Source: an optimization exercise on an open RTL-to-GDS flow (aim: small area, a short achievable clock period and few clock cycles). Production flows keep margins and buffers that such runs may drop.
Function was checked by simulation only, so behaviour that the tests miss may differ from the original.
Power is estimated from default activity; no workload was simulated.

`flow/config.mk`:
```
export PLATFORM = sky130hd
export DESIGN_NAME = rs485_frame_asm
export DESIGN_NICKNAME = rs485_frame_asm
export VERILOG_FILES = /design/flow/design.v
export SDC_FILE = /design/flow/constraint.sdc
export NUM_CORES = 8
export LEC_CHECK = 0
export CAP_MARGIN = 20
export CORE_MARGIN = 2
export CORE_UTILIZATION = 50
export CTS_CLUSTER_DIAMETER = 80
export CTS_CLUSTER_SIZE = 24
export PLACE_DENSITY = 0.6
export SLEW_MARGIN = 20
export SYNTH_MEMORY_MAX_BITS = 4096
```
`flow/constraint.sdc`:
```
create_clock -name core_clock -period 12.0 [get_ports {clk}]
set_input_delay 2.4000 -clock core_clock [delete_from_list [all_inputs] [get_ports {clk}]]
set_output_delay 2.4000 -clock core_clock [all_outputs]
set_load 0.01 [all_outputs]
```
`flow/design.v`:
```
module rs485_frame_asm (
    input  wire         clk,
    input  wire         rst,
    input  wire [255:0] addr_map,
    input  wire         in_valid,
    input  wire [7:0]   in_data,
    output wire         in_ready,
    output wire         out_valid,
    output wire [7:0]   out_data,
    output wire         out_last,
    input  wire         out_ready,
    output wire         idle
);
    localparam integer R  = 261;         
    localparam integer TD = 3;           
    localparam integer NT = R >> TD;
    localparam integer K  = 3;           
    localparam [8:0]   RM = 9'd260;
    function [15:0] crcstep;
        input [15:0] c;
        input [7:0]  b;
        integer i;
        reg [15:0] r;
        begin
            r = c ^ {8'h00, b};
            for (i = 0; i < 8; i = i + 1)
                r = r[0] ? ((r >> 1) ^ 16'hA001) : (r >> 1);
            crcstep = r;
        end
    endfunction
    function [8:0] inc9;
        input [8:0] x;
        inc9 = (x == RM) ? 9'd0 : x + 9'd1;
    endfunction
    function [8:0] dec9;
        input [8:0] x;
        dec9 = (x == 9'd0) ? RM : x - 9'd1;
    endfunction
    function [8:0] subm;
        input [8:0] a;
        input [8:0] b;
        reg [9:0] d;
        begin
            d = {1'b0, a} - {1'b0, b};
            subm = d[9] ? (d[8:0] + 9'd261) : d[8:0];
        end
    endfunction
    reg [8*R-1:0] ring;
    reg [8:0]     Tn;             
    reg [8:0]     Tnn;            
    reg [255:0]   addr_mask;
    reg [7:0]     ib0, ib1;       
    reg [1:0]     icnt;
    reg           in_ready_r;
    reg [8:0]     wp;             
    reg           pbv;            
    reg [7:0]     pb;
    reg           pia_r;          
    reg           pins_v;         
    reg [2:0]     pins_q;         
    reg           pdead;          
    reg [K-1:0]   ev;             
    reg [K-1:0]   enk;            
    reg [8:0]     est  [0:K-1];   
    reg [15:0]    ecrc [0:K-1];
    reg [8:0]     erem [0:K-1];   
    reg [3:0]     eb   [0:K-1];   
    reg [K-1:0]   ehv;            
    reg [2:0]     ehq  [0:K-1];   
    reg [K*K-1:0] older;          
    reg [K-1:0]   lp_done;        
    reg [K-1:0]   lp_pass;        
    reg           lp_03;
    reg [8:0]     qs [0:7];       
    reg [3:0]     qh, qm, qt;     
    reg           ef;             
    reg           ov_v;           
    reg [8:0]     ov;
    reg           ovh_v;          
    reg [2:0]     ovh_q;
    reg           ins_v;          
    reg [8:0]     ins_s;          
    reg [3:0]     ins_b;          
    reg [K-1:0]   ins_nw;         
    reg           resc;           
    reg [8:0]     rs;
    reg           ov_skip;        
    reg           rsk;            
    reg [1:0]     rsk_i;
    reg [8:0]     rsk_rem;
    reg           ord_v;          
    reg [8:0]     rd_s;
    reg [1:0]     rd_i;           
    reg [8:0]     rd_rem;         
    reg [8:0]     rd_st;          
    reg           out_valid_r, out_last_r;
    reg [7:0]     out_data_r;
    reg           idle_r;
    assign in_ready  = in_ready_r;
    assign out_valid = out_valid_r;
    assign out_data  = out_data_r;
    assign out_last  = out_last_r;
    assign idle      = idle_r;
    integer k, j;
    wire       pend   = (qm != qt);
    wire       q_emitted = (qh != qm);
    wire [3:0] qcount = qt - qh;
    wire       q_full = (qcount == 4'd8);
    wire [3:0] qt_m1  = qt - 4'd1;
    wire [2:0] qx_i   = ins_v ? qt_m1[2:0] : qm[2:0];
    wire [8:0] qx     = qs[qx_i];
    wire [8:0] P0s    = qx;
    wire [8:0] tls    = qx;
    reg blocked;
    always @(*) begin
        blocked = 1'b0;
        for (k = 0; k < K; k = k + 1)
            if (ev[k] && eb[k] == qm) blocked = 1'b1;
    end
    wire emit = pend & ~ef & ~blocked & ~ins_v;
    reg [K-1:0] e_host_em;
    always @(*) begin
        for (k = 0; k < K; k = k + 1)
            e_host_em[k] = emit & ehv[k] & (ehq[k] == qm[2:0]);
    end
    wire trig_cond = ov_v & ~(|ev) & ~pend & ~ins_v & ~resc;
    wire ring_empty = ~ord_v & (qh == qt) & ~(|ev) & ~ov_v & ~ins_v &
                      ~pia_r & ~cons_last & ~resc;
    wire [8:0] wp1 = inc9(wp);
    reg  [K-1:0] e_oldest;
    always @(*) begin
        for (k = 0; k < K; k = k + 1) begin
            e_oldest[k] = ev[k];
            for (j = 0; j < K; j = j + 1)
                if (j != k && ev[j] && older[j*K+k]) e_oldest[k] = 1'b0;
        end
    end
    reg  [8:0] oldest;
    reg        oldest_v;
    wire       ins_oldest = ins_v & (qh == qm) & ~(|(ev & ~ins_nw));
    always @(*) begin
        oldest_v = 1'b1;
        oldest   = ov;
        if (ord_v)                                    oldest = rd_s;
        else if (q_emitted)                           oldest = qs[qh[2:0]];
        else if (ins_oldest)                          oldest = ins_s;
        else if (pend && !blocked)                    oldest = qs[qh[2:0]];
        else if (|ev) begin
            for (k = 0; k < K; k = k + 1)
                if (e_oldest[k]) oldest = est[k];
        end else if (ins_v)                           oldest = ins_s;
        else                                          oldest_v = ov_v;
    end
    wire m_wp0 = (oldest_v & (oldest == wp))  | (ov_v & (ov == wp));
    wire m_wp1 = (oldest_v & (oldest == wp1)) | (ov_v & (ov == wp1));
    reg  wl0, wl1, cons_last, sync_r;
    wire wp_live   = cons_last ? wl1 : wl0;
    wire can_write = ring_empty | (sync_r & ~wp_live);
    wire [7:0] rtap = ring[8*R-1 -: 8];    
    wire live_consume = ~resc & (icnt != 2'd0) & ~ins_v & ~trig_cond & can_write;
    wire resc_consume = resc & ~rsk & (rs == Tn) & (rs != wp) & ~ins_v;
    wire resc_skip    = resc & rsk & (rs == Tn) & (rs != wp);
    wire consume = live_consume | resc_consume;
    wire [7:0] cbyte = resc ? rtap : ib0;
    wire [8:0] cslot = resc ? rs : Tn;
    wire [8:0] prev_slot = dec9(resc ? rs : wp);
    wire       prev_isaddr = pbv & addr_mask[pb];
    reg [K-1:0] e_done, e_pass;
    always @(*) begin
        for (k = 0; k < K; k = k + 1) begin
            e_done[k] = ev[k] & lp_done[k];
            e_pass[k] = e_done[k] & lp_pass[k];
        end
    end
    reg [K-1:0] p1_oh, p2_oh;
    reg [1:0]   p1_i, p2_i;
    reg         p1_v, p2_v;
    always @(*) begin
        for (k = 0; k < K; k = k + 1) begin
            p1_oh[k] = e_pass[k];
            for (j = 0; j < K; j = j + 1)
                if (j != k && e_pass[j] && older[j*K+k]) p1_oh[k] = 1'b0;
        end
        for (k = 0; k < K; k = k + 1) begin
            p2_oh[k] = e_pass[k] & ~p1_oh[k];
            for (j = 0; j < K; j = j + 1)
                if (j != k && e_pass[j] && !p1_oh[j] && older[j*K+k]) p2_oh[k] = 1'b0;
        end
        p1_v = |p1_oh; p2_v = |p2_oh;
        p1_i = p1_oh[1] ? 2'd1 : p1_oh[2] ? 2'd2 : 2'd0;
        p2_i = p2_oh[1] ? 2'd1 : p2_oh[2] ? 2'd2 : 2'd0;
    end
    reg [K-1:0] nw_p1, nw_p2;     
    always @(*) begin
        for (k = 0; k < K; k = k + 1) begin
            nw_p1[k] = (k[1:0] != p1_i) & older[p1_i*K+k];
            nw_p2[k] = (k[1:0] != p2_i) & older[p2_i*K+k];
        end
    end
    wire p1_host  = ehv[p1_i];
    wire conflict = (eb[p1_i] != qt);              
    wire tr_ovl   = consume & p1_v & p1_host;
    wire tr_two   = consume & p1_v & ~p1_host & p2_v;
    wire ins_fr   = p1_v & ~p1_host & ~p2_v & ~conflict & ~q_full;
    wire ins_fast = consume & ins_fr;
    wire ins_slow = consume & p1_v & ~p1_host & ~ins_fr;
    wire sp_pop   = ins_v & (qt != ins_b);
    wire sp_trunc = ins_v & ~sp_pop & q_full;
    wire sp_ins   = ins_v & ~sp_pop & ~q_full;
    reg        tr_v;
    reg [8:0]  tr_s;
    reg        tr_hv;
    reg [2:0]  tr_hq;
    reg [K-1:0] tr_kill;
    always @(*) begin
        tr_v = 1'b0; tr_s = 9'd0; tr_hv = 1'b0; tr_hq = 3'd0; tr_kill = {K{1'b0}};
        if (tr_ovl) begin
            tr_v = 1'b1; tr_s = est[p1_i]; tr_hv = 1'b1; tr_hq = ehq[p1_i];
            tr_kill = nw_p1;
        end else if (tr_two) begin
            tr_v = 1'b1; tr_s = est[p2_i]; tr_hv = ehv[p2_i]; tr_hq = ehq[p2_i];
            tr_kill = nw_p2;
        end else if (sp_pop) begin
            tr_v = 1'b1; tr_s = tls;
            for (k = 0; k < K; k = k + 1)
                tr_kill[k] = (eb[k] == qt);
        end else if (sp_trunc) begin
            tr_v = 1'b1; tr_s = ins_s;
            tr_kill = ins_nw;
        end
    end
    wire cr_want = consume & prev_isaddr & lp_03;
    wire       nh_v = ins_fast | pins_v;
    wire [2:0] nh_q = ins_fast ? qt[2:0] : pins_q;
    wire       pins_em = pins_v & emit & (pins_q == qm[2:0]);
    wire       nh_dead = pdead | pins_em;
    reg [1:0] free_i;
    reg       free_v;
    always @(*) begin
        free_v = 1'b0; free_i = 2'd0;
        for (k = K - 1; k >= 0; k = k - 1)
            if (!ev[k]) begin free_v = 1'b1; free_i = k[1:0]; end
    end
    wire cr_ok  = cr_want & ~ov_v & ~nh_dead;
    wire cr_do  = cr_ok & free_v;
    wire cr_ovf = cr_ok & ~free_v & ~tr_v;
    wire [3:0] qt1 = qt + 4'd1;
    wire [7:0] tapv [0:NT-1];
    genvar gt;
    generate
        for (gt = 0; gt < NT; gt = gt + 1) begin : g_tap
            assign tapv[gt] = ring[8*(((gt+1)<<TD)-1) +: 8];
        end
    endgenerate
    wire       oal      = (rd_st[TD-1:0] == {TD{1'b1}});
    wire [7:0] obyte    = tapv[rd_st[8:TD]];
    wire       out_free = ~out_valid_r | out_ready;
    wire       rd_take  = ord_v & oal & out_free;
    wire       rd_lastb = (rd_i == 2'd3) & (rd_rem == 9'd1);
    wire [3:0] qh1 = qh + 4'd1;
    reg  [8:0] pf_st;                    
    wire [8:0] rd_st_inc = (rd_st == RM) ? 9'd0 : rd_st + 9'd1;
    wire quiet = (icnt == 2'd0) & ~resc & ~ins_v & ~emit & ~trig_cond &
                 ~q_emitted & ~ord_v & ~out_valid_r;
    wire [7:0] rtap2 = ring[8*(R-1)-1 -: 8];    
    wire       la_resc = (resc & (rs != wp)) | trig_cond;
    reg  [7:0] nb;
    always @(*) begin
        if (la_resc)                         nb = rtap2;
        else if (live_consume)               nb = (icnt == 2'd2) ? ib1 : in_data;
        else                                 nb = (icnt != 2'd0) ? ib0 : in_data;
    end
    reg [15:0] crc_nx [0:K-1];
    reg [K-1:0] done_nx;
    always @(*) begin
        for (k = 0; k < K; k = k + 1) begin
            if (cr_do && free_i == k[1:0]) begin
                crc_nx[k]  = ecrc[k];
                done_nx[k] = 1'b0;
            end else if (consume && ev[k]) begin
                crc_nx[k]  = crcstep(ecrc[k], cbyte);
                done_nx[k] = enk[k] & (erem[k] == 9'd2);
            end else begin
                crc_nx[k]  = ecrc[k];
                done_nx[k] = enk[k] & (erem[k] == 9'd1);
            end
        end
    end
    always @(posedge clk) begin
        ring <= {ring[8*(R-1)-1:0], live_consume ? ib0 : rtap};
    end
    wire push = in_valid & in_ready_r;
    wire [1:0] icnt_n = icnt + {1'b0, push} - {1'b0, live_consume};
    always @(posedge clk) begin
        if (rst) begin
            addr_mask <= addr_map;
            Tn  <= 9'd1;
            Tnn <= 9'd2;
            sync_r <= 1'b0;
            cons_last <= 1'b0;
            wl0 <= 1'b0;
            wl1 <= 1'b0;
            icnt <= 2'd0;
            in_ready_r <= 1'b0;
            wp <= 9'd0;
            pbv <= 1'b0;
            pia_r <= 1'b0;
            pins_v <= 1'b0;
            pdead <= 1'b0;
            ev <= {K{1'b0}};
            ehv <= {K{1'b0}};
            qh <= 4'd0; qm <= 4'd0; qt <= 4'd0;
            ef <= 1'b0;
            ov_v <= 1'b0;
            ovh_v <= 1'b0;
            ov_skip <= 1'b0;
            rsk <= 1'b0;
            ins_v <= 1'b0;
            resc <= 1'b0;
            ord_v <= 1'b0;
            out_valid_r <= 1'b0;
            idle_r <= 1'b1;
        end else begin
            Tn  <= Tnn;
            Tnn <= inc9(Tnn);
            pia_r <= prev_isaddr;
            wl0 <= m_wp0;
            wl1 <= m_wp1;
            cons_last <= live_consume;
            sync_r <= live_consume | (wp == Tnn);
            icnt <= icnt_n;
            in_ready_r <= (icnt_n != 2'd2);
            if (live_consume) wp <= Tnn;
            if (consume) begin
                pbv         <= 1'b1;
                pins_v      <= ins_fast;
                pdead       <= 1'b0;
            end else if (sp_ins) begin
                pins_v      <= 1'b1;
            end else if (ins_v) begin
                pins_v      <= 1'b0;
            end else if (pins_em) begin
                pins_v      <= 1'b0;
                pdead       <= 1'b1;
            end
            for (k = 0; k < K; k = k + 1) begin
                if ((ins_fast && nw_p1[k]) || (sp_ins && ins_nw[k]))
                    ehv[k] <= 1'b1;
                if (e_host_em[k] || tr_kill[k] || (consume && e_done[k]))
                    ev[k] <= 1'b0;
                if (cr_do && free_i == k[1:0]) begin
                    ev[k]   <= ~tr_v;
                    ehv[k]  <= nh_v;
                end
            end
            if (cr_ovf) begin
                ov_v  <= 1'b1;
                ov_skip <= 1'b0;
                ovh_v <= nh_v;
            end else if (tr_v) begin
                ovh_v <= tr_hv;
                ov_v  <= 1'b1;
                ov_skip <= 1'b0;
                if (emit && tr_hv && tr_hq == qm[2:0]) begin
                    ovh_v <= 1'b0;
                    ov_skip <= 1'b1;
                end
            end else if (emit && ov_v && ovh_v && ovh_q == qm[2:0]) begin
                ovh_v <= 1'b0;
                ov_skip <= 1'b1;
            end else if (trig_cond) begin
                ov_v <= 1'b0;
            end else if ((ins_fast || sp_ins) && ov_v && !ovh_v) begin
                ovh_v <= 1'b1;
            end
            ef <= live_consume ? 1'b0 : (ef | emit);
            if (ins_fast || sp_ins) qt <= qt + 4'd1;
            else if (sp_pop) qt <= qt - 4'd1;
            if (emit) qm <= qm + 4'd1;
            if (ins_slow) begin
                ins_v  <= 1'b1;
            end else if (sp_trunc || sp_ins) begin
                ins_v <= 1'b0;
            end
            if (trig_cond) begin
                resc <= 1'b1;
                rsk  <= ov_skip;
                pbv  <= 1'b0;
                pins_v <= 1'b0;
            end else if (resc) begin
                if (rs == wp) resc <= 1'b0;
                if (resc_skip && rsk_i == 2'd3 && rsk_rem == 9'd1) rsk <= 1'b0;
            end
            if (!ord_v) begin
                if (q_emitted) begin
                    ord_v <= 1'b1;
                    qh    <= qh1;
                end
            end else if (rd_take && rd_lastb) begin
                if (q_emitted) qh <= qh1;
                else ord_v <= 1'b0;
            end
            if (rd_take) out_valid_r <= 1'b1;
            else if (out_ready) out_valid_r <= 1'b0;
            idle_r <= quiet & ~push;
        end
    end
    always @(posedge clk) begin
        lp_03 <= (nb == 8'h03);
        for (k = 0; k < K; k = k + 1) begin
            lp_done[k] <= done_nx[k];
            lp_pass[k] <= (crc_nx[k] == {8'h00, nb});
        end
        pf_st <= subm(Tnn, qs[qh[2:0]]);
        case (icnt)
            2'd0: if (push) ib0 <= in_data;
            2'd1: begin
                if (push && live_consume) ib0 <= in_data;
                else if (push) ib1 <= in_data;
            end
            default: if (live_consume) ib0 <= ib1;
        endcase
        if (consume) pb <= cbyte;
        if (consume || sp_ins) pins_q <= qt[2:0];
        for (k = 0; k < K; k = k + 1) begin
            if ((ins_fast && nw_p1[k]) || (sp_ins && ins_nw[k])) begin
                eb[k]  <= qt1;
                ehq[k] <= qt[2:0];
            end
            if (consume && ev[k]) begin
                ecrc[k] <= crcstep(ecrc[k], cbyte);
                if (!enk[k]) begin
                    enk[k]  <= 1'b1;
                    erem[k] <= {1'b0, cbyte} + 9'd2;
                end else begin
                    erem[k] <= erem[k] - 9'd1;
                end
            end
            if (cr_do && free_i == k[1:0]) begin
                enk[k]  <= 1'b0;
                est[k]  <= prev_slot;
                ecrc[k] <= crcstep(crcstep(16'hFFFF, pb), 8'h03);
                eb[k]   <= ins_fast ? qt1 : qt;
                ehq[k]  <= nh_q;
                for (j = 0; j < K; j = j + 1)
                    if (j != k) begin
                        older[j*K+k] <= 1'b1;
                        older[k*K+j] <= 1'b0;
                    end
            end
        end
        if (cr_ovf) begin
            ov    <= prev_slot;
            ovh_q <= nh_q;
        end else if (tr_v) begin
            ovh_q <= tr_hq;
            ov    <= (emit && tr_hv && tr_hq == qm[2:0]) ? P0s : tr_s;
        end else if (emit && ov_v && ovh_v && ovh_q == qm[2:0]) begin
            ov    <= P0s;
        end else if ((ins_fast || sp_ins) && ov_v && !ovh_v) begin
            ovh_q <= qt[2:0];
        end
        if (consume && p1_v && !q_full) qs[qt[2:0]] <= est[p1_i];
        else if (sp_ins) qs[qt[2:0]] <= ins_s;
        if (consume && p1_v) begin
            ins_s  <= est[p1_i];
            ins_b  <= eb[p1_i];
            ins_nw <= (nw_p1 | (cr_do ? (1 << free_i) : {K{1'b0}})) &
                      ~(p2_v ? nw_p2 | (1 << p2_i) : {K{1'b0}});
        end else if (ins_v) begin
            ins_nw <= ins_nw & ~tr_kill;
        end
        if (trig_cond) begin
            rs    <= ov;
            rsk_i <= 2'd0;
        end else if (resc) begin
            if (resc_consume || resc_skip) rs <= inc9(rs);
            if (resc_skip) begin
                if (rsk_i != 2'd3) rsk_i <= rsk_i + 2'd1;
                if (rsk_i == 2'd2) rsk_rem <= {1'b0, rtap} + 9'd2;
                else if (rsk_i == 2'd3) rsk_rem <= rsk_rem - 9'd1;
            end
        end
        if (!ord_v) begin
            rd_s  <= qs[qh[2:0]];
            rd_i  <= 2'd0;
            rd_st <= pf_st;
        end else if (rd_take) begin
            rd_s <= inc9(rd_s);
            if (rd_i != 2'd3) rd_i <= rd_i + 2'd1;
            if (rd_i == 2'd2) rd_rem <= {1'b0, obyte} + 9'd2;
            else rd_rem <= rd_rem - 9'd1;
            if (rd_lastb) begin
                rd_s  <= qs[qh[2:0]];
                rd_i  <= 2'd0;
                rd_st <= pf_st;
            end
        end else begin
            rd_st <= rd_st_inc;
        end
        if (rd_take) begin
            out_data_r  <= obyte;
            out_last_r  <= rd_lastb;
        end
    end
endmodule
```
`flow/flow/run.sh`:
```
#!/bin/bash
set -euo pipefail
bash standard.sh SETUP_SLACK_MARGIN=8 \
  "BUFFER_PORTS_ARGS=-buffer_cell sky130_fd_sc_hd__buf_1" \
  "CTS_ARGS=-sink_clustering_enable -repair_clock_nets -sink_clustering_size 16 -sink_clustering_max_diameter 60 -dont_use_dummy_load -buf_list sky130_fd_sc_hd__clkbuf_8" \
  finish > standard_flow.log 2>&1
```
`flow/standard.sh`:
```
#!/bin/bash
# synth_recipe.tcl (not shown) runs the flow's synth.tcl, then flattens the netlist and writes it again
# the make line also repeats each setting of config.mk as NAME=value (left out here)
make -C /OpenROAD-flow-scripts/flow DESIGN_CONFIG=/design/flow/config.mk WORK_HOME=/design/flow/orfs CLKGATE_MAP_FILE= SYNTH_SCRIPT=/design/flow/synth_recipe.tcl "${@:-finish}"
```
==> results of run 1 <==
## cell usage in the layout (no fill, tap or decap), types with 43 or more instances in the layout
cell type	Yosys	routed
a21oi_1	141	136
nor3_1	73	65
xor2_1	146	146
nand4_1	43	43
ha_1	53	53
buf_4	6	94
inv_1	86	83
mux2i_1	226	222
nor2_1	239	220
nand2_1	374	370
a22oi_1	184	171
clkbuf_8	0	207
xnor2_1	206	206
buf_1	22	270
nand3_1	95	92
edfxtp_1	512	512
dfxtp_1	2234	2219
o21ai_0	144	138
## power groups by stage
stage | logic, mW | registers (mW) | clock network [mW]
after floorplan | 1.55 | 10.4 | 0
after global placement | 2.28 | 10.5 | 0
after detailed placement | 2.28 | 10.6 | 0
after CTS | 2.43 | 10.4 | 4.31
after global routing | 2.67 | 10.4 | 4.64
final | 2.52 | 10.4 | 4.17
## metrics by stage
step	setup slack [ns]	utilization (%)	total power, mW	instances
2_1_floorplan	8.007	-	11.93	5415
3_3_place_gp	6.555	52.67	12.83	7632
3_5_place_dp	6.531	52.67	12.85	7632
4_1_cts	7.747	55.05	17.09	7867
5_1_grt	7.753	55.43	17.73	7900
6_report	7.807	55.43	17.05	7902
## what timing repair did
action,CTS,global route
resized for setup,126,74
pin swaps,15,23
setup endpoints to repair,275,184
buffers inserted,20,22
cloned,8,4
## cell type report
type | instances | area [sq um]
multi-input combinational | 2391 | 17140
inverter | 91 | 360.3
fill | 12440 | 68820
timing repair buffer | 414 | 2521
antenna | 9 | 22.52
tap | 2044 | 2557
sequential | 2746 | 60140
clock buffer | 207 | 2849
## registers in the layout (all words and copies together) (netlist names), 12 cells and up, named ones only
signal     flops
addr_mask    256
eb            12
ecrc          48
erem          27
est           27
qs            72
ring        2088
## cell families after synthesis
kind of cell,share of synthesized area [%]
AO/OA/AOI/OAI,5.681
multiplexers,4.591
adder cells (fa/ha/maj),0.8765
flip-flops,77.10
XOR/XNOR,4.064
buffers and inverters,1.623
AND/OR/NAND/NOR,6.063
## how the worst max path moves through the flow
stage                             end  slack (ns)  cells past startpoint     startpoint
after floorplan              pf_st[1]        8.01                     15      flip-flop
after global placement      flip-flop        6.55                      9      out_ready
after detailed placement        qh[3]        6.53                      9      out_ready
after CTS                 out_data[1]        7.75                      1  out_data_r[1]
after global routing      out_data[1]        7.75                      1  out_data_r[1]
final                     out_data[1]        7.81                      1  out_data_r[1]
## routing by layer
layer | GRT usage, % | vias up | wire length [um]
met5 | 0 | - | 7
met4 | 8.187 | 2 | 6323
met3 | 3.951 | 342 | 10830
met2 | 35.15 | 1299 | 81860
met1 | 30.45 | 20080 | 79270
li1 | - | 19430 | -
==> impl_metrics.py, run 1 <==
metrics = {
    "finish": {
        "fin_area_sq_um": 85590,
        "num-nets-final": 6173,
        "drive_gt1_share_pct": 9.848,
        "syn2layout_area_growth_pct": 9.801,
    },
    "critical_path": {
        "end_kind": "output port",
        "reg2reg_setup_slack_ns": 8.00,
        "path_delay_family": "flip-flops",
        "critical_path_buf_inv_count": 1,
        "critPathLaunchType": "flip-flop",
        "reg2regPathDepth": 16,
        "worstReg2RegStart": "pb[0]",
        "cp_cell_sequence": "buf_6",
        "timing.rr.end": "est[0][1]",
        "critPathRequiredTime_ns": 9.60,
        "worstSetupPathType": "reg -> out",
        "worstPathArrival_ns": 1.79,
        "crit_fanout": 1,
        "critPathMaxStageDelay_ns": 0.61,
        "critPathSlowestCell": "edfxtp_1",
    },
    "drt": {
        "finalWirelength_um": 178300,
        "via_per_inst": 5.208,
        "dr.pass1.iters": 7,
        "wl_per_cell_um": 22.56,
        "post-route-drc-count": 0,
        "dr_total_vias": 41150,
        "drtIter0Drc": 3433,
        "ant_nets": 0,
    },
    "clock_network": {
        "numCtsBuffers": 207,
        "insertion_delay_ns": 0.94,
        "cts-hold-fix-buffers": 0,
        "clockBufferDepth": 3,
        "cts_tree": "built",
        "clkTransAtPathRegs_ns": 0.09,
        "cts_max_level": 4,
        "clock_sinks": 2746,
        "root_buffer": "clkbuf_8",
    },
    "floorplanning": {
        "die_x_um": 398.8,
        "rows": 144,
        "core_sq_um": 154400,
        "die_area_sq_um": 159100,
        "initial_utilization_pct": 50.48,
        "chipHeight_um": 398.8,
        "io_pins": 280,
    },
    "synth": {
        "netlist_instances": 5415,
        "yosys_warnings": 10,
        "synth_nets": 5737,
        "synthTopCellsByCount": "dfxtp_1 (2234), edfxtp_1 (512), nand2_1 (374)",
        "yosys.area.top_type": "dfxtp_1",
        "syn_avg_cell_area_sq_um": 14.39,
        "ys_types": 99,
        "synth_area_leaders": "dfxtp_1 (57%), edfxtp_1 (20%), mux2i_1 (2.9%), xnor2_1 (2.3%), nand2_1 (1.8%)",
        "synth_edf_count": 512,
        "synth_most_common_cell": "dfxtp_1",
        "synthArstFlopShare_pct": 0,
        "syn_area_sq_um": 77950,
        "synth-seq-cells": 2746,
        "synth_top_area_share_pct": 57.38,
        "ys_seq_area_share_pct": 77.10,
        "synth_ff_type": "dfxtp_1",
    },
    "grt": {
        "grt_max_degree": 170,
        "track_usage_pct": 22.15,
        "antenna_found_initial": 20,
        "grt_pass1_vias": 40050,
        "grt_pass1_wl_um": 259200,
        "grt-ovfl-total": 0,
    },
    "power": {
        "seq_power_share_pct": 60.7,
        "switching_share_pct": 26.54,
        "internal_power_mw": 12.52,
        "power_switching_mw": 4.524,
        "combPwrFrac_pct": 14.8,
        "power.density_nw_per_um2": 199.2,
        "clkPwrFrac_pct": 24.5,
        "p_leak_nw": 32.52,
        "ir_drop_mv": 0.1008,
    },
    "sta": {
        "fin_crit_ns": 4.193,
        "fin_crit_sh_pct": 34.95,
        "relSlewSlack_pct": 23.53,
        "clock_skew_ns": 0.1240,
        "finalMaxSlewViolations": 0,
        "whs_ns": 0.2086,
        "setup_viol": 0,
        "hold_viol_final": 0,
        "rsz0062_at_grt": "true",
        "setup_tns_ns": 0,
        "max_slew.worst_pin.slew_ns": 1.143,
        "clock.fmax_ghz": 0.2385,
    },
    "hold_path": {
        "hold_class": "reg -> reg",
        "holdPathEnd": "ring[1769]",
        "hp-start": "ring[1761]",
        "hold_depth": 0,
    },
    "placed_design": {
        "placed_area_sq_um": 81330,
        "io_buffers": 279,
        "dp_hpwl_um": 120900,
        "place_congestion": 0.8829,
    },
    "status": {
        "status": "finished clean",
    },
    "run": {
        "maxCapViolCount": 0,
    },
}
Testbench counts, summed over its fixed seeds: cycles 17,074.
==> inputs of run 2 (changes only) <==
==> flow/flow/run.sh (replaced) <==
#!/bin/bash
set -euo pipefail
bash standard.sh SETUP_SLACK_MARGIN=8.5 \
  "BUFFER_PORTS_ARGS=-buffer_cell sky130_fd_sc_hd__buf_1" \
  "CTS_ARGS=-sink_clustering_enable -repair_clock_nets -sink_clustering_size 16 -sink_clustering_max_diameter 60 -dont_use_dummy_load -buf_list sky130_fd_sc_hd__clkbuf_8" \
  finish > standard_flow.log 2>&1
--- a/flow/config.mk
+++ b/flow/config.mk
@@ -5,11 +5,12 @@
 export SDC_FILE = /design/flow/constraint.sdc
 export NUM_CORES = 8
 export LEC_CHECK = 0
+export ABC_AREA = 1
 export CAP_MARGIN = 20
 export CORE_MARGIN = 2
-export CORE_UTILIZATION = 50
+export CORE_UTILIZATION = 60
 export CTS_CLUSTER_DIAMETER = 80
 export CTS_CLUSTER_SIZE = 24
-export PLACE_DENSITY = 0.6
+export PLACE_DENSITY = 0.7
 export SLEW_MARGIN = 20
 export SYNTH_MEMORY_MAX_BITS = 4096
==> run 2 against run 1 <==
  * Synthesized area is 1.5% higher
  * Synthesized cell count is 22% higher
  * Sequential cell count stayed put
  * Die area is 15% lower
  * Global-route usage is 4.9 points higher
  * Still clean
  * First-iteration DRC count is 44% higher
  * Clock skew is 0.0093 ns lower
  * Critical endpoint is now out_valid
  * Setup slack better by 0.35 ns
  * Via count is 15% higher
  * Fmax is 9.1% higher
==> impl_metrics.py, run 2 <==
metrics = {
    "critical_path": {
        "end_kind": "output port",
        "worstPathArrival_ns": 1.44,
        "critical_path_buf_inv_count": 1,
        "cp_cell_sequence": "buf_6",
        "worstSetupPathType": "reg -> out",
        "critPathRequiredTime_ns": 9.60,
        "critPathLaunchType": "flip-flop",
        "critPathMaxStageDelay_ns": 0.39,
        "critPathSlowestCell": "dfxtp_4",
        "path_delay_family": "flip-flops",
        "crit_fanout": 2,
    },
    "power": {
        "power.density_nw_per_um2": 206.9,
        "p_leak_nw": 34.96,
        "ir_drop_mv": 0.1318,
        "power.total_mw": 18.06,
    },
    "sta": {
        "fin_crit_ns": 3.843,
        "relSlewSlack_pct": 33.87,
        "setup_tns_ns": 0,
        "max_slew.worst_pin.slew_ns": 0.9866,
        "hold_viol_final": 0,
        "rsz0062_at_grt": "true",
        "fin_crit_sh_pct": 32.03,
        "clock.fmax_ghz": 0.2602,
        "finalMaxSlewViolations": 0,
        "setup_viol": 0,
        "clock_skew_ns": 0.1146,
    },
    "drt": {
        "finalWirelength_um": 187600,
        "wl_per_cell_um": 21.12,
        "via_per_inst": 5.332,
        "drtIter0Drc": 4939,
        "dr_total_vias": 47370,
        "dr.pass1.iters": 6,
        "post-route-drc-count": 0,
        "ant_nets": 0,
    },
    "synth": {
        "synth-seq-cells": 2746,
        "synth_top_area_share_pct": 56.53,
        "ys_seq_area_share_pct": 75.96,
        "synth_area_leaders": "dfxtp_1 (57%), edfxtp_1 (19%), nand2_1 (5.1%), o21ai_0 (2.9%), nor2_1 (2.6%)",
        "synth_ff_type": "dfxtp_1",
        "synthMuxAreaShare_pct": 0.07591,
        "synthTopCellsByCount": "dfxtp_1 (2234), nand2_1 (1080), nor2_1 (549)",
        "synthSimpleGateAreaFrac_pct": 10.73,
        "synth_fa_ha_area_share_pct": 0.8635,
        "ys_types": 76,
        "synth_most_common_cell": "dfxtp_1",
        "yosys_warnings": 10,
        "synth_nets": 6911,
        "synth_compound_area_share_pct": 6.773,
        "syn_area_sq_um": 79120,
        "synth_top_family_by_area": "simple AND/OR/NAND/NOR gates",
        "syn_avg_cell_area_sq_um": 12.01,
        "synthXorXnorAreaFrac_pct": 2.057,
        "synth_edf_count": 512,
        "synthArstFlopShare_pct": 0,
        "yosys.area.top_type": "dfxtp_1",
        "netlist_instances": 6589,
    },
    "floorplanning": {
        "die_x_um": 367.1,
        "chipHeight_um": 367.1,
        "io_pins": 280,
        "rows": 133,
        "initial_utilization_pct": 60.33,
        "die_area_sq_um": 134800,
        "core_sq_um": 131100,
    },
    "clock_network": {
        "clkTransAtPathRegs_ns": 0.09,
        "cts_tree": "built",
        "cts_max_level": 4,
        "root_buffer": "clkbuf_8",
        "clockBufferDepth": 3,
        "insertion_delay_ns": 0.96,
        "clock_sinks": 2746,
        "numCtsBuffers": 205,
    },
    "placed_design": {
        "place_congestion": 0.9871,
        "dp_hpwl_um": 127000,
        "io_buffers": 279,
    },
    "finish": {
        "final_util_pct": 66.56,
        "drive_gt1_share_pct": 9.803,
        "final_cell_mix": "dfxtp_1 (2212), nand2_1 (1059), nor2_1 (531)",
        "layout_commonest_cell": "dfxtp_1",
        "top_register": "ring",
        "syn2layout_area_growth_pct": 10.32,
        "n_fill_cell": 9811,
        "largest_reg_flops": 2088,
        "num-nets-final": 7414,
    },
    "grt": {
        "grt-ovfl-total": 0,
        "grt_max_degree": 79,
        "antenna_found_initial": 40,
        "grt_pass1_vias": 44700,
        "grt_pass1_wl_um": 273000,
        "track_usage_pct": 27.04,
    },
    "hold_path": {
        "hold_class": "reg -> reg",
    },
    "status": {
        "status": "finished clean",
    },
    "run": {
        "maxCapViolCount": 0,
    },
}
[run 2: cell types whose count changed after synthesis, sizes merged, moves of 72 or more]
cell	change
inv	+414
nand3	+72
nand2	+726
mux2i	-221
o21ai	+358
xnor2	-124
a22oi	-172
nor2	+323
[run 2: repair_timing]
item | in CTS | in global routing
gates resized for setup | 174 | 151
hold buffers | 0 | 0
setup buffers | 45 | 70
gates cloned | 13 | 9
setup endpoints to repair | 570 | 216
pin swaps | 20 | 41
[run 2: power breakdown]
part | internal [mW] | leakage [nW] | switching (mW) | total, mW
clock network | 1.52 | 1.47 | 2.61 | 4.13
registers | 10.0 | 22.9 | 0.262 | 10.3
logic | 1.22 | 10.6 | 2.41 | 3.63
total | 12.8 | 35.0 | 5.28 | 18.1
[run 2: cell type report]
class | count | area (sq um) | area share (%)
Multi-Input combinational cell | 3172 | 16960 | 19.43
Timing Repair Buffer | 449 | 2890 | 3.311
Timing Repair inverter | 4 | 26.28 | 0.03010
Sequential cell | 2746 | 60140 | 68.90
Inverter | 514 | 2157 | 2.471
Clock buffer | 205 | 2821 | 3.233
Tap cell | 1755 | 2196 | 2.516
Antenna cell | 38 | 95.09 | 0.1089
[run 2: worst paths after layout]
check | from | endpoint | slack (ns) | depth (start not counted)
worst max-delay path | out_valid_r | out_valid | 8.16 | 1
worst min register to register | ring[914] | ring[922] | 0.26 | 0
worst max register to register | rd_st[4] | rd_rem[7] | 8.48 | 15
worst min-delay path | ring[914] | ring[922] | 0.26 | 0
[run 2: layer usage]
metal  wire length, um  GRT usage [%]
met1             82840          38.98
met5                10              0
met3             15100          4.888
met2             82820          40.78
met4              6874          10.66
[run 2: through the flow]
stage | area, sq um | cells | setup WS [ns] | hold slack [ns]
after floorplan | 79150 | 6589 | 8.464 | 0.3096
after global placement | 81870 | 8503 | 6.782 | 0.3096
after detailed placement | 81880 | 8503 | 6.920 | 0.3121
after CTS | 85940 | 8766 | 8.081 | 0.2691
after global routing | 87270 | 8879 | 8.068 | 0.2633
final | 87280 | 8883 | 8.157 | 0.2607
[run 2: kinds of logic after synthesis]
logic type / after synthesis
XOR/XNOR: 185
AO/OA/AOI/OAI: 914
adder cells (fa/ha/maj): 54
AND/OR/NAND/NOR: 2008
flip-flops: 2746
multiplexers: 6
buffers and inverters: 676
==> inputs of run 3 (changes only) <==
==> flow/flow/run.sh (replaced) <==
#!/bin/bash
set -euo pipefail
bash standard.sh SETUP_SLACK_MARGIN=8.75 \
  "BUFFER_PORTS_ARGS=-buffer_cell sky130_fd_sc_hd__buf_1" \
  "CTS_ARGS=-sink_clustering_enable -repair_clock_nets -sink_clustering_size 16 -sink_clustering_max_diameter 60 -dont_use_dummy_load -buf_list sky130_fd_sc_hd__clkbuf_8" \
  finish > standard_flow.log 2>&1
==> run 3 against run 2 <==
  * Still clean
  * Critical endpoint is now out_data[2]
  * Sequential share of layout area decreased by 1.8 points
  * Setup slack got worse by 0.041 ns
  * Global-route usage about the same
  * Die area unchanged
  * Via count increased by 1.4%
  * First-iteration DRC count decreased by 5.9%
  * Synthesized area unchanged
  * Sequential cell count unchanged
  * Fmax decreased by 1.1%
  * Final area increased by 2.7%
  * Largest cell class unchanged
==> impl_metrics.py, run 3 <==
metrics = {
    "critical_path": {
        "path_delay_family": "flip-flops",
        "crit_fanout": 1,
        "critPathSlowestCell": "edfxtp_1",
        "cp_cell_sequence": "clkbuf_2",
        "critical_path_buf_inv_count": 1,
        "worstPathArrival_ns": 1.48,
        "worstSetupPathType": "reg -> out",
        "end_kind": "output port",
        "critPathLaunchType": "flip-flop",
        "critPathRequiredTime_ns": 9.60,
        "critPathMaxStageDelay_ns": 0.39,
    },
    "placed_design": {
        "io_buffers": 279,
        "place_congestion": 0.9922,
        "dp_hpwl_um": 121900,
        "numPlacedInstances": 8494,
    },
    "sta": {
        "max_slew.worst_pin.slew_ns": 1.096,
        "clock_skew_ns": 0.1528,
        "fin_crit_ns": 3.885,
        "rsz0062_at_grt": "true",
        "finalMaxSlewViolations": 0,
        "setup_tns_ns": 0,
        "clock.fmax_ghz": 0.2574,
        "setup_viol": 0,
        "relSlewSlack_pct": 26.96,
        "fin_crit_sh_pct": 32.37,
        "hold_viol_final": 0,
    },
    "power": {
        "combPwrFrac_pct": 22.1,
        "ir_drop_mv": 0.1393,
        "clkPwrFrac_pct": 22.3,
        "internal_power_mw": 12.97,
        "power.density_nw_per_um2": 206.3,
        "power.total_mw": 18.50,
        "switching_share_pct": 29.93,
        "p_leak_nw": 35.85,
        "power_switching_mw": 5.538,
        "seq_power_share_pct": 55.6,
    },
    "synth": {
        "synth_area_leaders": "dfxtp_1 (57%), edfxtp_1 (19%), nand2_1 (5.1%), o21ai_0 (2.9%), nor2_1 (2.6%)",
        "syn_avg_cell_area_sq_um": 12.01,
        "syn_area_sq_um": 79120,
        "synth_most_common_cell": "dfxtp_1",
        "synth_edf_count": 512,
        "ys_types": 76,
        "synth_top_area_share_pct": 56.53,
        "yosys_warnings": 10,
        "synth_ff_type": "dfxtp_1",
        "netlist_instances": 6589,
        "synthArstFlopShare_pct": 0,
        "yosys.area.top_type": "dfxtp_1",
        "synthTopCellsByCount": "dfxtp_1 (2234), nand2_1 (1080), nor2_1 (549)",
        "synth_nets": 6911,
        "synth-seq-cells": 2746,
        "ys_seq_area_share_pct": 75.96,
    },
    "drt": {
        "finalWirelength_um": 190700,
        "dr_total_vias": 48020,
        "via_per_inst": 5.329,
        "dr.pass1.iters": 6,
        "post-route-drc-count": 0,
        "wl_per_cell_um": 21.16,
        "ant_nets": 0,
        "drtIter0Drc": 4647,
    },
    "clock_network": {
        "insertion_delay_ns": 0.95,
        "cts_max_level": 4,
        "clkTransAtPathRegs_ns": 0.10,
        "cts_tree": "built",
        "root_buffer": "clkbuf_8",
        "clockBufferDepth": 3,
        "clock_sinks": 2746,
        "numCtsBuffers": 204,
    },
    "finish": {
        "drive_gt1_share_pct": 13.45,
        "largest_reg_flops": 2088,
        "syn2layout_area_growth_pct": 13.35,
        "final_cell_count_no_fill": 9011,
        "num-nets-final": 7550,
        "layout_commonest_cell": "dfxtp_1",
        "n_fill_cell": 9415,
        "top_register": "ring",
        "final_cell_mix": "dfxtp_1 (2210), nand2_1 (1020), edfxtp_1 (512)",
    },
    "grt": {
        "track_usage_pct": 26.99,
        "antenna_found_initial": 35,
        "grt-ovfl-total": 0,
        "grt_pass1_vias": 45790,
        "grt_pass1_wl_um": 274500,
        "grt_max_degree": 181,
    },
    "floorplanning": {
        "die_x_um": 367.1,
        "initial_utilization_pct": 60.33,
        "core_sq_um": 131100,
        "rows": 133,
        "die_area_sq_um": 134800,
        "chipHeight_um": 367.1,
        "io_pins": 280,
    },
    "hold_path": {
        "hold_class": "reg -> reg",
    },
    "run": {
        "maxCapViolCount": 0,
    },
    "status": {
        "status": "finished clean",
    },
}
run 3: cell counts after synthesis:
Identical to the previous run, type by type.
run 3: metrics by stage:
stage / hold WS, ns / utilization [%] / worst slack, ns / area [sq um]
4_1_cts: 0.1897 / 66.33 / 8.014 / 86980
5_1_grt: 0.1897 / 68.38 / 8.018 / 89670
3_3_place_gp: 0.3096 / 62.52 / 6.346 / 81990
6_report: 0.1987 / 68.39 / 8.115 / 89680
2_1_floorplan: 0.3096 / - / 8.481 / 79340
3_5_place_dp: 0.3121 / 62.52 / 6.233 / 81990
run 3: metal layers:
layer,wire [um],track usage [%]
met4,10670,13.37
met1,78730,35.81
met5,66,0
met2,87650,43.10
met3,13560,4.644
run 3: final cells by class:
class / instances / area [sq um] / share of cell area [%]
sequential: 2746 / 60160 / 67.08
antenna: 30 / 75.07 / 0.08371
timing repair buffer: 578 / 4385 / 4.890
timing repair inverter: 10 / 86.33 / 0.09627
clock buffer: 204 / 2808 / 3.131
inverter: 514 / 2271 / 2.532
multi-input combinational: 3174 / 17700 / 19.74
tap: 1755 / 2196 / 2.449
run 3: final timing paths:
path / start / end / slack [ns] / cells past startpoint
worst max register to register: flip-flop / pf_st[7] / 8.39 / 23
worst min register to register: ring[2069] / ring[2077] / 0.20 / 0
worst min-delay path: ring[2069] / ring[2077] / 0.20 / 0
worst max-delay path: out_data_r[2] / out_data[2] / 8.12 / 1
run 3: cells by family after synthesis:
| group | share of synthesized area, % |
|---|---|
| simple gates | 10.73 |
| flops | 75.96 |
| xor+xnor | 2.057 |
| mux | 0.07591 |
| fa+ha+maj | 0.8635 |
| compound gates | 6.773 |
| buf+inv | 3.536 |
run 3: what timing repair did:
action                     4_1_cts  5_1_grt
buffers inserted               107      127
hold buffers                     0        0
setup endpoints to repair      481      351
resized for setup              250      312
cloned                          20       29
pin swaps                       41       74
run 3: power by group through the flow:
stage | clock (mW) | sequential, mW | combinational, mW
floorplan | 0 | 10.4 | 2.11
global placement | 0 | 10.5 | 3.01
detailed placement | 0 | 10.5 | 3.07
CTS | 4.22 | 10.3 | 3.54
global route | 4.54 | 10.3 | 4.38
finish | 4.13 | 10.3 | 4.08
==> inputs of run 4 (changes only) <==
==> flow/run.sh (new file) <==
#!/bin/bash
# synth_recipe.tcl (not shown) runs the flow's synth.tcl, then flattens the netlist and writes it again
# the make line also repeats each setting of config.mk as NAME=value (left out here)
make -C /OpenROAD-flow-scripts/flow DESIGN_CONFIG=/design/flow/config.mk WORK_HOME=/design/flow/orfs CLKGATE_MAP_FILE= SYNTH_SCRIPT=/design/flow/synth_recipe.tcl finish
--- a/flow/config.mk
+++ b/flow/config.mk
@@ -5,12 +5,12 @@
 export SDC_FILE = /design/flow/constraint.sdc
 export NUM_CORES = 8
 export LEC_CHECK = 0
-export ABC_AREA = 1
 export CAP_MARGIN = 20
 export CORE_MARGIN = 2
 export CORE_UTILIZATION = 60
 export CTS_CLUSTER_DIAMETER = 80
 export CTS_CLUSTER_SIZE = 24
 export PLACE_DENSITY = 0.7
+export SETUP_SLACK_MARGIN = 5
 export SLEW_MARGIN = 20
 export SYNTH_MEMORY_MAX_BITS = 4096
removed: flow/flow/run.sh
removed: flow/standard.sh
==> run 4 against run 3 <==
  * Register-to-register slack lost 2.4 ns
  * Via count shrank 15%
  * Hold slack gained 0.11 ns
  * Routed wire length shrank 9.4%
  * Clock-buffer cell count shrank 42
  * Sequential cell count is the same
  * Non-clock buffer count shrank 216
  * Final cell count shrank 16%
  * Critical endpoint is now ins_nw[0]
  * Largest cell class unchanged
==> impl_metrics.py, run 4 <==
metrics = {
    "floorplanning": {
        "core_sq_um": 129200,
        "die_x_um": 364.4,
        "chipHeight_um": 364.4,
        "io_pins": 280,
        "die_area_sq_um": 132800,
        "initial_utilization_pct": 60.35,
        "rows": 132,
    },
    "grt": {
        "grt-ovfl-total": 0,
        "grt.met3_usage_pct": 3.971,
        "grt_max_degree": 112,
        "grt_use_met2_pct": 42.31,
        "grt_pass1_vias": 40400,
        "grt_busiest_layer": "met2",
        "track_usage_pct": 25.99,
        "antenna_found_initial": 19,
        "use_met1_pct": 35.89,
        "grt_pass1_wl_um": 255600,
    },
    "finish": {
        "top_register": "ring",
        "fin_area_sq_um": 86950,
        "drive_gt1_share_pct": 6.917,
        "final_cell_mix": "dfxtp_1 (2234), edfxtp_1 (512), nand2_1 (374)",
        "layout_commonest_cell": "dfxtp_1",
        "syn2layout_area_growth_pct": 11.55,
        "largest_reg_flops": 2088,
        "num-nets-final": 6052,
    },
    "status": {
        "status": "finished clean",
    },
    "drt": {
        "ant_nets": 0,
        "finalWirelength_um": 172700,
        "post-route-drc-count": 0,
        "drtIter0Drc": 3948,
        "wl_per_cell_um": 22.89,
        "dr.pass1.iters": 9,
        "dr_total_vias": 40910,
        "via_per_inst": 5.425,
    },
    "sta": {
        "max_slew.worst_pin.slew_ns": 1.177,
        "finalMaxSlewViolations": 0,
        "setup_tns_ns": 0,
        "clock_skew_ns": 0.03959,
        "rsz0062_at_grt": "false",
        "fin_crit_sh_pct": 50.50,
        "relSlewSlack_pct": 21.24,
        "hold_viol_final": 0,
        "fin_crit_ns": 6.060,
        "clock.fmax_ghz": 0.1650,
        "setup_viol": 0,
    },
    "power": {
        "ir_drop_mv": 0.1599,
        "power.density_nw_per_um2": 205.2,
        "p_leak_nw": 33.30,
    },
    "clock_network": {
        "clockBufferDepth": 3,
        "root_buffer": "clkbuf_16",
        "post_cts_resized": 0,
        "cts_max_level": 4,
        "clock_sinks": 2746,
        "numCtsBuffers": 139,
        "cts_tree": "built",
        "clkTransAtPathRegs_ns": 0.10,
        "insertion_delay_ns": 0.80,
        "cts-hold-fix-buffers": 0,
        "cts_setup_buffers": 0,
    },
    "synth": {
        "synth_edf_count": 512,
        "yosys_warnings": 10,
        "synth-seq-cells": 2746,
        "synthTopCellsByCount": "dfxtp_1 (2234), edfxtp_1 (512), nand2_1 (374)",
        "synth_most_common_cell": "dfxtp_1",
        "ys_types": 99,
        "synth_nets": 5737,
        "syn_avg_cell_area_sq_um": 14.39,
        "synth_top_area_share_pct": 57.38,
        "ys_seq_area_share_pct": 77.10,
        "synth_ff_type": "dfxtp_1",
        "yosys.area.top_type": "dfxtp_1",
        "synthArstFlopShare_pct": 0,
        "netlist_instances": 5415,
        "synth_area_leaders": "dfxtp_1 (57%), edfxtp_1 (20%), mux2i_1 (2.9%), xnor2_1 (2.3%), nand2_1 (1.8%)",
        "syn_area_sq_um": 77950,
    },
    "placed_design": {
        "dp_hpwl_um": 117200,
        "placed_area_sq_um": 82730,
        "place_congestion": 0.9230,
        "io_buffers": 279,
    },
    "critical_path": {
        "critPathSlowestCell": "edfxtp_1",
        "worst_path_most_repeated_cell": "buf_4",
        "crit_fanout": 59,
        "critPathLaunchType": "flip-flop",
        "critPathMaxStageDelay_ns": 0.99,
        "path_delay_family": "buffers and inverters",
        "worstSetupPathType": "reg -> reg",
        "critPathRequiredTime_ns": 12.64,
        "end_kind": "flip-flop",
        "critical_path_buf_inv_count": 4,
        "cp_cell_sequence": "buf_4, buf_4, mux2i_1, a22oi_1, a21oi_1, or4_1, o2111a_2, or4_4, or3_4, clkinv_1, buf_4, o221ai_1, o21ai_0",
        "worstPathArrival_ns": 6.70,
    },
    "run": {
        "maxCapViolCount": 0,
    },
    "hold_path": {
        "hold_class": "reg -> reg",
    },
}
[run 4: kinds of logic (layout without fill, tap and decap cells)]
family,count (synthesis),in the layout,share of synthesized area (%)
DFF,2746,2746,77.10
and+or+nand+nor,1010,1010,6.063
AOI/OAI and AO/OA,666,666,5.681
xor gates and xnor gates,356,356,4.064
muxes,304,304,4.591
buffers and inverters,279,647,1.623
adders and majority gates,54,54,0.8765
other,0,17,0
[run 4: layer usage]
| metal | vias up | part of all wire (%) |
|---|---|---|
| met1 | 19970 | 44 |
| li1 | 19280 | - |
| met3 | 334 | 5.7 |
| met2 | 1332 | 48 |
| met4 | 0 | 3.0 |
| met5 | - | 0 |
[run 4: path summary, 6_finish.rpt]
check | end | cells after the start | startpoint | slack (ns)
setup / recovery | ins_nw[0] | 13 | pb[1] | 5.94
hold / removal | ring[1136] | 0 | ring[1128] | 0.31
setup reg to reg | ins_nw[0] | 13 | pb[1] | 5.94
hold reg to reg | ring[1136] | 0 | ring[1128] | 0.31
[run 4: worst reg2reg max path, cell delays in order (launching register included)]
cell,delay [ns]
edfxtp_1,0.99
buf_4,0.68
buf_4,0.90
mux2i_1,0.27
a22oi_1,0.25
a21oi_1,0.12
or4_1,0.54
o2111a_2,0.28
or4_4,0.54
or3_4,0.51
clkinv_1,0.12
buf_4,0.37
o221ai_1,0.18
o21ai_0,0.17
[run 4: final cells by class]
| cell class | count | area [sq um] |
|---|---|---|
| repair buffers | 362 | 3425 |
| clock inverters | 32 | 531.8 |
| well taps | 1742 | 2180 |
| inverters | 91 | 341.6 |
| clock buffers | 162 | 3638 |
| multi-input cells | 2390 | 16690 |
| fillers | 9014 | 42210 |
| flip-flops and latches | 2746 | 60100 |
| diodes | 17 | 42.54 |
[run 4: power breakdown]
part,leakage [nW],internal (mW),total [mW],switching [mW]
registers,22.9,10.0,10.4,0.336
clock network,2.02,2.28,5.15,2.87
logic,8.36,0.871,2.31,1.44
[run 4: stage by stage]
stage	total power, mW	hold slack [ns]	cells	setup slack, ns	util, %
2_1_floorplan	11.93	0.3096	5415	7.753	-
3_3_place_gp	12.83	0.3095	7330	5.867	64.04
3_5_place_dp	12.86	0.3121	7331	5.803	64.06
4_1_cts	17.92	0.3022	7525	5.969	67.28
5_1_grt	18.48	0.3184	7540	5.715	67.32
6_report	17.84	0.3087	7542	5.940	67.32
==> inputs of run 5 (changes only) <==
--- a/flow/design.v
+++ b/flow/design.v
@@ -11,11 +11,11 @@
     input  wire         out_ready,
     output wire         idle
 );
-    localparam integer R  = 261;         
+    localparam integer R  = 264;         
     localparam integer TD = 3;           
     localparam integer NT = R >> TD;
     localparam integer K  = 3;           
-    localparam [8:0]   RM = 9'd260;
+    localparam [8:0]   RM = 9'd263;
     function [15:0] crcstep;
         input [15:0] c;
         input [7:0]  b;
@@ -42,7 +42,7 @@
         reg [9:0] d;
         begin
             d = {1'b0, a} - {1'b0, b};
-            subm = d[9] ? (d[8:0] + 9'd261) : d[8:0];
+            subm = d[9] ? (d[8:0] + 9'd264) : d[8:0];
         end
     endfunction
     reg [8*R-1:0] ring;
@@ -95,6 +95,8 @@
     reg [8:0]     rd_st;          
     reg           out_valid_r, out_last_r;
     reg [7:0]     out_data_r;
+    reg           out_last_h;
+    reg [7:0]     out_data_h;
     reg           idle_r;
     assign in_ready  = in_ready_r;
     assign out_valid = out_valid_r;
@@ -498,9 +500,11 @@
         end else begin
             rd_st <= rd_st_inc;
         end
-        if (rd_take) begin
-            out_data_r  <= obyte;
-            out_last_r  <= rd_lastb;
+        out_data_r <= rd_take ? obyte : out_data_h;
+        out_last_r <= rd_take ? rd_lastb : out_last_h;
+        if (rd_take || !out_valid_r) begin
+            out_data_h <= obyte;
+            out_last_h <= rd_lastb;
         end
     end
 endmodule
==> flow/flow/run.sh (new file) <==
#!/bin/bash
set -euo pipefail
bash standard.sh SETUP_SLACK_MARGIN=8.25 \
  "BUFFER_PORTS_ARGS=-buffer_cell sky130_fd_sc_hd__buf_1" \
  "CTS_ARGS=-sink_clustering_enable -repair_clock_nets -sink_clustering_size 16 -sink_clustering_max_diameter 60 -dont_use_dummy_load -buf_list sky130_fd_sc_hd__clkbuf_8" \
  finish > standard_flow.log 2>&1
==> flow/standard.sh (new file) <==
#!/bin/bash
# synth_recipe.tcl (not shown) runs the flow's synth.tcl, then flattens the netlist and writes it again
# the make line also repeats each setting of config.mk as NAME=value (left out here)
make -C /OpenROAD-flow-scripts/flow DESIGN_CONFIG=/design/flow/config.mk WORK_HOME=/design/flow/orfs CLKGATE_MAP_FILE= SYNTH_SCRIPT=/design/flow/synth_recipe.tcl "${@:-finish}"
--- a/flow/config.mk
+++ b/flow/config.mk
@@ -5,12 +5,12 @@
 export SDC_FILE = /design/flow/constraint.sdc
 export NUM_CORES = 8
 export LEC_CHECK = 0
+export ABC_AREA = 1
 export CAP_MARGIN = 20
 export CORE_MARGIN = 2
 export CORE_UTILIZATION = 60
 export CTS_CLUSTER_DIAMETER = 80
 export CTS_CLUSTER_SIZE = 24
 export PLACE_DENSITY = 0.7
-export SETUP_SLACK_MARGIN = 5
 export SLEW_MARGIN = 20
 export SYNTH_MEMORY_MAX_BITS = 4096
removed: flow/run.sh
==> run 5 against run 4 <==
  * Register-to-register slack improved by 2.4 ns
  * Routed wire length increased by 6.6%
  * Synthesized cell count increased by 22%
  * Final area decreased by 0.41%
  * Combinational power increased by 55%
  * Sequential power about the same
  * Clock-buffer cell count increased by 41
  * Die area increased by 2.2%
  * Power increased by 1.9%
  * Highest routed layer is now met5
==> impl_metrics.py, run 5 <==
metrics = {
    "drt": {
        "ant_nets": 0,
        "via_per_inst": 5.350,
        "dr.pass1.iters": 10,
        "wl_met3_um": 13280,
        "finalWirelength_um": 184100,
        "wl_per_cell_um": 20.89,
        "drtIter0Drc": 4554,
        "wl_met2_um": 82780,
        "top_layer": "met5",
        "met1Wirelength_um": 79310,
        "post-route-drc-count": 0,
        "dr_total_vias": 47160,
    },
    "critical_path": {
        "critical_path_buf_inv_count": 1,
        "critPathLaunchType": "flip-flop",
        "worstReg2RegStart": "qt[0]",
        "crit_fanout": 1,
        "timing.rr.end": "qs[5][8]",
        "end_kind": "output port",
        "critPathSlowestCell": "dfxtp_2",
        "reg2reg_setup_slack_ns": 8.34,
        "reg2regPathDepth": 14,
        "cp_cell_sequence": "buf_6",
        "critPathMaxStageDelay_ns": 0.34,
        "critPathRequiredTime_ns": 9.60,
        "worstPathArrival_ns": 1.40,
        "path_delay_family": "flip-flops",
        "worstSetupPathType": "reg -> out",
    },
    "sta": {
        "setup_viol": 0,
        "max_slew.worst_pin.slew_ns": 1.140,
        "rsz0062_at_grt": "true",
        "fin_crit_sh_pct": 31.64,
        "clock_skew_ns": 0.1413,
        "clock.fmax_ghz": 0.2634,
        "relSlewSlack_pct": 23.98,
        "finalMaxSlewViolations": 0,
        "setup_tns_ns": 0,
        "fin_crit_ns": 3.797,
        "timing.final.ws_setup_ns": 8.203,
        "hold_viol_final": 0,
        "whs_ns": 0.2293,
    },
    "grt": {
        "track_usage_pct": 26.64,
        "grt_pass1_vias": 45140,
        "antenna_found_initial": 36,
        "grt_pass1_wl_um": 272100,
        "grt_max_degree": 128,
        "grt-ovfl-total": 0,
    },
    "synth": {
        "syn_avg_cell_area_sq_um": 12.05,
        "synth_ff_type": "dfxtp_1",
        "ys_seq_area_share_pct": 76.29,
        "synth_most_common_cell": "dfxtp_1",
        "synth_top_area_share_pct": 56.98,
        "syn_area_sq_um": 79640,
        "synth_area_leaders": "dfxtp_1 (57%), edfxtp_1 (19%), nand2_1 (4.8%), o21ai_0 (3.0%), nor2_1 (2.6%)",
        "yosys.area.top_type": "dfxtp_1",
        "synthArstFlopShare_pct": 0,
        "ys_types": 71,
        "synth_nets": 6928,
        "netlist_instances": 6611,
        "synth-seq-cells": 2779,
        "synth_edf_count": 512,
        "synthTopCellsByCount": "dfxtp_1 (2267), nand2_1 (1024), nor2_1 (553)",
        "yosys_warnings": 10,
    },
    "finish": {
        "num-nets-final": 7350,
        "syn2layout_area_growth_pct": 8.719,
        "largest_reg_flops": 2112,
        "final_cell_mix": "dfxtp_1 (2246), nand2_1 (1016), nor2_1 (542)",
        "drive_gt1_share_pct": 7.510,
        "top_register": "ring",
        "layout_commonest_cell": "dfxtp_1",
        "fin_area_sq_um": 86590,
        "n_fill_cell": 9886,
    },
    "floorplanning": {
        "die_area_sq_um": 135700,
        "io_pins": 280,
        "core_sq_um": 131600,
        "initial_utilization_pct": 60.51,
        "die_x_um": 368.3,
        "chipHeight_um": 368.3,
        "rows": 133,
    },
    "clock_network": {
        "clkTransAtPathRegs_ns": 0.09,
        "clock_sinks": 2779,
        "cts_max_level": 4,
        "numCtsBuffers": 203,
        "root_buffer": "clkbuf_8",
        "insertion_delay_ns": 0.96,
        "clockBufferDepth": 3,
        "cts_tree": "built",
        "cts-hold-fix-buffers": 0,
    },
    "placed_design": {
        "pre_cts_ws_ns": 6.850,
        "place_congestion": 0.9834,
        "dp_hpwl_um": 125000,
        "placed_area_sq_um": 82520,
        "io_buffers": 279,
    },
    "power": {
        "power.density_nw_per_um2": 210.1,
        "ir_drop_mv": 0.1363,
        "p_leak_nw": 34.86,
        "power.total_mw": 18.19,
    },
    "hold_path": {
        "hp-start": "ring[53]",
        "hold_class": "reg -> reg",
        "holdPathEnd": "ring[61]",
        "hold_depth": 0,
    },
    "status": {
        "status": "finished clean",
    },
    "run": {
        "maxCapViolCount": 0,
    },
}
==> run 5: changes by cell type after synthesis, moves of 169 or more <==
cell and change:
mux2i_1 -209, inv_1 +335, o21ai_0 +335, nor2_1 +314
a22oi_1 -169, nand2_1 +650
==> run 5: cells by family after synthesis <==
group | synth area share, %
mux | 0.2137
fa+ha+maj | 0.7792
xor+xnor | 1.989
compound gates | 6.636
flops | 76.29
buf+inv | 3.357
simple gates | 10.74
==> run 5: metal layers <==
layer,track usage (%),vias to the layer above
met5,0,-
met4,12.97,12
met2,41.00,1862
met1,36.46,22360
met3,5.095,459
li1,-,22460
==> run 5: power by group <==
| group | internal, mW | switching (mW) |
|---|---|---|
| Combinational | 1.07 | 2.50 |
| Sequential | 10.2 | 0.283 |
| Clock | 1.51 | 2.66 |
| Total | 12.7 | 5.44 |
==> run 5: repair_timing <==
action,CTS,global route
pin swaps,6,5
endpoints found under the hold margin,0,0
gates resized for setup,95,87
setup buffers,19,27
setup endpoints to repair,447,313
gates cloned,4,7
==> run 5: worst max path at each step <==
stage	slack (ns)	cells after the start	start	to
global placement	7.04	22	pb[0]	eb[2][1]
global route	8.08	1	out_last_r	out_last
CTS	8.07	1	out_last_r	out_last
floorplan	8.34	13	out_ready	qh[3]
detailed placement	6.85	22	pb[0]	eb[2][2]
finish	8.20	1	out_last_r	out_last
==> run 5: cell type report <==
class	count	area (sq um)	share of cell area, %
inverters	471	1908	2.204
repair inverters	5	36.28	0.04191
flip-flops and latches	2779	60790	70.21
multi-input cells	3187	16660	19.25
repair buffers	386	2130	2.459
diodes	28	70.07	0.08092
well taps	1755	2196	2.536
clock buffers	203	2794	3.227
==> run 5: per-stage QoR <==
stage | std cells | utilization, %
4_1_cts | 8750 | 65.21
3_5_place_dp | 8524 | 62.69
2_1_floorplan | 6611 | -
3_3_place_gp | 8524 | 62.68
5_1_grt | 8813 | 65.78
6_report | 8814 | 65.78
Testbench counts of run 5, summed over its fixed seeds: cycles 17,077.
==> inputs of run 6 (changes only) <==
==> flow/flow/run.sh (replaced) <==
#!/bin/bash
set -euo pipefail
bash standard.sh SETUP_SLACK_MARGIN=8.5 \
  "BUFFER_PORTS_ARGS=-buffer_cell sky130_fd_sc_hd__buf_1" \
  "CTS_ARGS=-sink_clustering_enable -repair_clock_nets -sink_clustering_size 16 -sink_clustering_max_diameter 60 -dont_use_dummy_load -buf_list sky130_fd_sc_hd__clkbuf_8" \
  finish > standard_flow.log 2>&1
==> run 6 against run 5 <==
  * Setup slack worse by 0.050 ns
  * Clock-buffer cell count rose by 4
  * Global-route usage about the same
  * Utilization increased by 0.94 points
  * Die area is the same
  * Largest power group unchanged
==> impl_metrics.py, run 6 <==
metrics = {
    "sta": {
        "fin_crit_ns": 3.847,
        "max_slew.worst_pin.slew_ns": 1.170,
        "whs_ns": 0.2676,
        "setup_viol": 0,
        "clock_skew_ns": 0.1264,
        "finalMaxSlewViolations": 0,
        "setup_tns_ns": 0,
        "relSlewSlack_pct": 21.16,
        "timing.final.ws_setup_ns": 8.153,
    },
    "power": {
        "switching_share_pct": 29.80,
        "p_leak_nw": 35.48,
        "seq_power_share_pct": 56.2,
        "internal_power_mw": 13.02,
        "ir_drop_mv": 0.1515,
        "power.total_mw": 18.55,
        "clkPwrFrac_pct": 22.5,
        "power_switching_mw": 5.526,
        "power.density_nw_per_um2": 211.2,
    },
    "status": {
        "status": "finished clean",
    },
    "synth": {
        "yosys_warnings": 10,
        "synth_fa_ha_area_share_pct": 0.7792,
        "synth_most_common_cell": "dfxtp_1",
        "synthArstFlopShare_pct": 0,
        "synth_ff_type": "dfxtp_1",
        "synthSimpleGateAreaFrac_pct": 10.74,
        "ys_types": 71,
        "netlist_instances": 6611,
        "ys_seq_area_share_pct": 76.29,
        "synthMuxAreaShare_pct": 0.2137,
        "synthXorXnorAreaFrac_pct": 1.989,
    },
    "placed_design": {
        "io_buffers": 279,
        "numPlacedInstances": 8523,
        "pre_cts_ws_ns": 6.463,
        "place_congestion": 0.9365,
        "dp_hpwl_um": 122600,
    },
    "finish": {
        "final_cell_count_no_fill": 8881,
        "final_util_pct": 66.72,
        "syn2layout_area_growth_pct": 10.27,
        "layout_commonest_cell": "dfxtp_1",
        "fin_area_sq_um": 87820,
        "largest_reg_flops": 2112,
        "final_cell_mix": "dfxtp_1 (2242), nand2_1 (1001), nor2_1 (535)",
        "n_fill_cell": 9737,
    },
    "clock_network": {
        "numCtsBuffers": 207,
        "cts_tree": "built",
        "root_buffer": "clkbuf_8",
        "clkTransAtPathRegs_ns": 0.09,
        "cts-hold-fix-buffers": 0,
    },
    "floorplanning": {
        "die_x_um": 368.3,
        "rows": 133,
        "io_pins": 280,
    },
    "grt": {
        "track_usage_pct": 26.65,
        "antenna_found_initial": 17,
        "grt_max_degree": 100,
        "grt_pass1_wl_um": 271900,
    },
    "drt": {
        "finalWirelength_um": 184700,
        "ant_nets": 0,
        "dr.pass1.iters": 9,
        "wl_per_cell_um": 20.79,
        "dr_total_vias": 47670,
        "drtIter0Drc": 5099,
        "via_per_inst": 5.367,
        "post-route-drc-count": 0,
    },
    "critical_path": {
        "reg2regPathDepth": 11,
        "worstReg2RegStart": "rd_st[3]",
        "critPathMaxStageDelay_ns": 0.40,
        "worstSetupPathType": "reg -> out",
        "critPathSlowestCell": "dfxtp_4",
        "critical_path_buf_inv_count": 1,
        "timing.rr.end": "out_data_r[4]",
    },
    "run": {
        "maxCapViolCount": 0,
    },
}
[run 6: cell counts after synthesis]
No cell type changed its count.
[run 6: worst reg2reg max path: stages, from the launching register on]
cell,delay [ns]
edfxtp_1,0.51
buf_4,0.19
nand2_4,0.11
nor2_1,0.11
nand2_1,0.09
clkinv_2,0.28
nand2_1,0.31
nand4_1,0.14
nor4_2,0.62
nand4_1,0.15
nor2_1,0.23
o21ai_0,0.44
[run 6: worst min path at each step]
| stage | startpoint | to | slack [ns] | depth (start not counted) |
|---|---|---|---|---|
| floorplan | ring[992] | ring[1000] | 0.31 | 0 |
| global placement | ring[1221] | ring[1229] | 0.31 | 0 |
| detailed placement | ring[1079] | ring[1087] | 0.31 | 0 |
| CTS | ring[1960] | ring[1968] | 0.26 | 0 |
| global route | ring[1960] | ring[1968] | 0.26 | 0 |
| finish | ring[2016] | ring[2024] | 0.27 | 0 |
[run 6: power groups by stage]
stage / clock network (mW) / logic (mW) / registers (mW)
after floorplan: 0 / 2.23 / 10.5
after global placement: 0 / 3.22 / 10.6
after detailed placement: 0 / 3.28 / 10.6
after CTS: 4.27 / 3.56 / 10.4
after global routing: 4.60 / 4.29 / 10.5
final: 4.17 / 3.94 / 10.4
[run 6: layer usage]
metal	share of wire, %	GRT usage, %	vias to the layer above
met5	0.0054	0	-
met4	3.5	9.757	2
met3	7.3	4.461	395
met2	44	40.36	1902
met1	45	38.81	22740
li1	-	-	22630
[run 6: cells by family after synthesis]
logic type,Yosys count
flip-flops,2779
AND/OR/NAND/NOR,2010
AO/OA/AOI/OAI,927
buffers and inverters,649
XOR/XNOR,180
adder cells (fa/ha/maj),49
multiplexers,17
[run 6: final cells by class]
class	instances	area [sq um]	share of cell area, %
timing repair inverter	6	43.79	0.04986
inverter	471	1958	2.230
tap	1755	2196	2.500
sequential	2779	60810	69.24
clock buffer	207	2849	3.244
multi-input combinational	3189	16970	19.32
timing repair buffer	461	2968	3.379
antenna	13	32.53	0.03704
[run 6: repair_timing]
| item | 4_1_cts | 5_1_grt |
|---|---|---|
| setup buffers | 42 | 72 |
| pin swaps | 15 | 29 |
| cloned | 14 | 10 |
| setup endpoints to repair | 630 | 373 |
| resized for setup | 171 | 149 |

re-timing with driven ports:
No port has a modelled driver above. Below, the same layouts with a new extraction and two added sets of constraints. Step 1 assumes that a clkbuf_16 drives the clock port and a buf_2 every other input. Step 2 adds t to the input delays and takes it off the output delays; t is the mean of the earliest and latest rising clock arrival at the registers after step 1. Input paths then give back, and output paths get back, about the clock's delay inside the block. Three values: ideal, step 1, step 2; two values: the first two.
run | t, ns | setup WS [ns] | worst register clock-pin slew, ns
run 1 | 0.961 | 7.807 / 7.730 / 7.330 | 0.10 / 0.10
run 2 | 0.976 | 8.157 / 8.083 / 7.593 | 0.10 / 0.10
run 3 | 0.952 | 8.115 / 8.043 / 7.736 | 0.10 / 0.10
run 4 | 0.856 | 5.940 / 5.940 / 5.718 | 0.10 / 0.10
run 5 | 0.969 | 8.203 / 8.124 / 7.412 | 0.11 / 0.11
run 6 | 0.966 | 8.153 / 8.082 / 7.568 | 0.10 / 0.10
After both steps setup and hold are still met in every run listed. The setup slack of run 5, which loses most, moves by -0.079 ns with the drivers and by -0.791 ns with both steps.
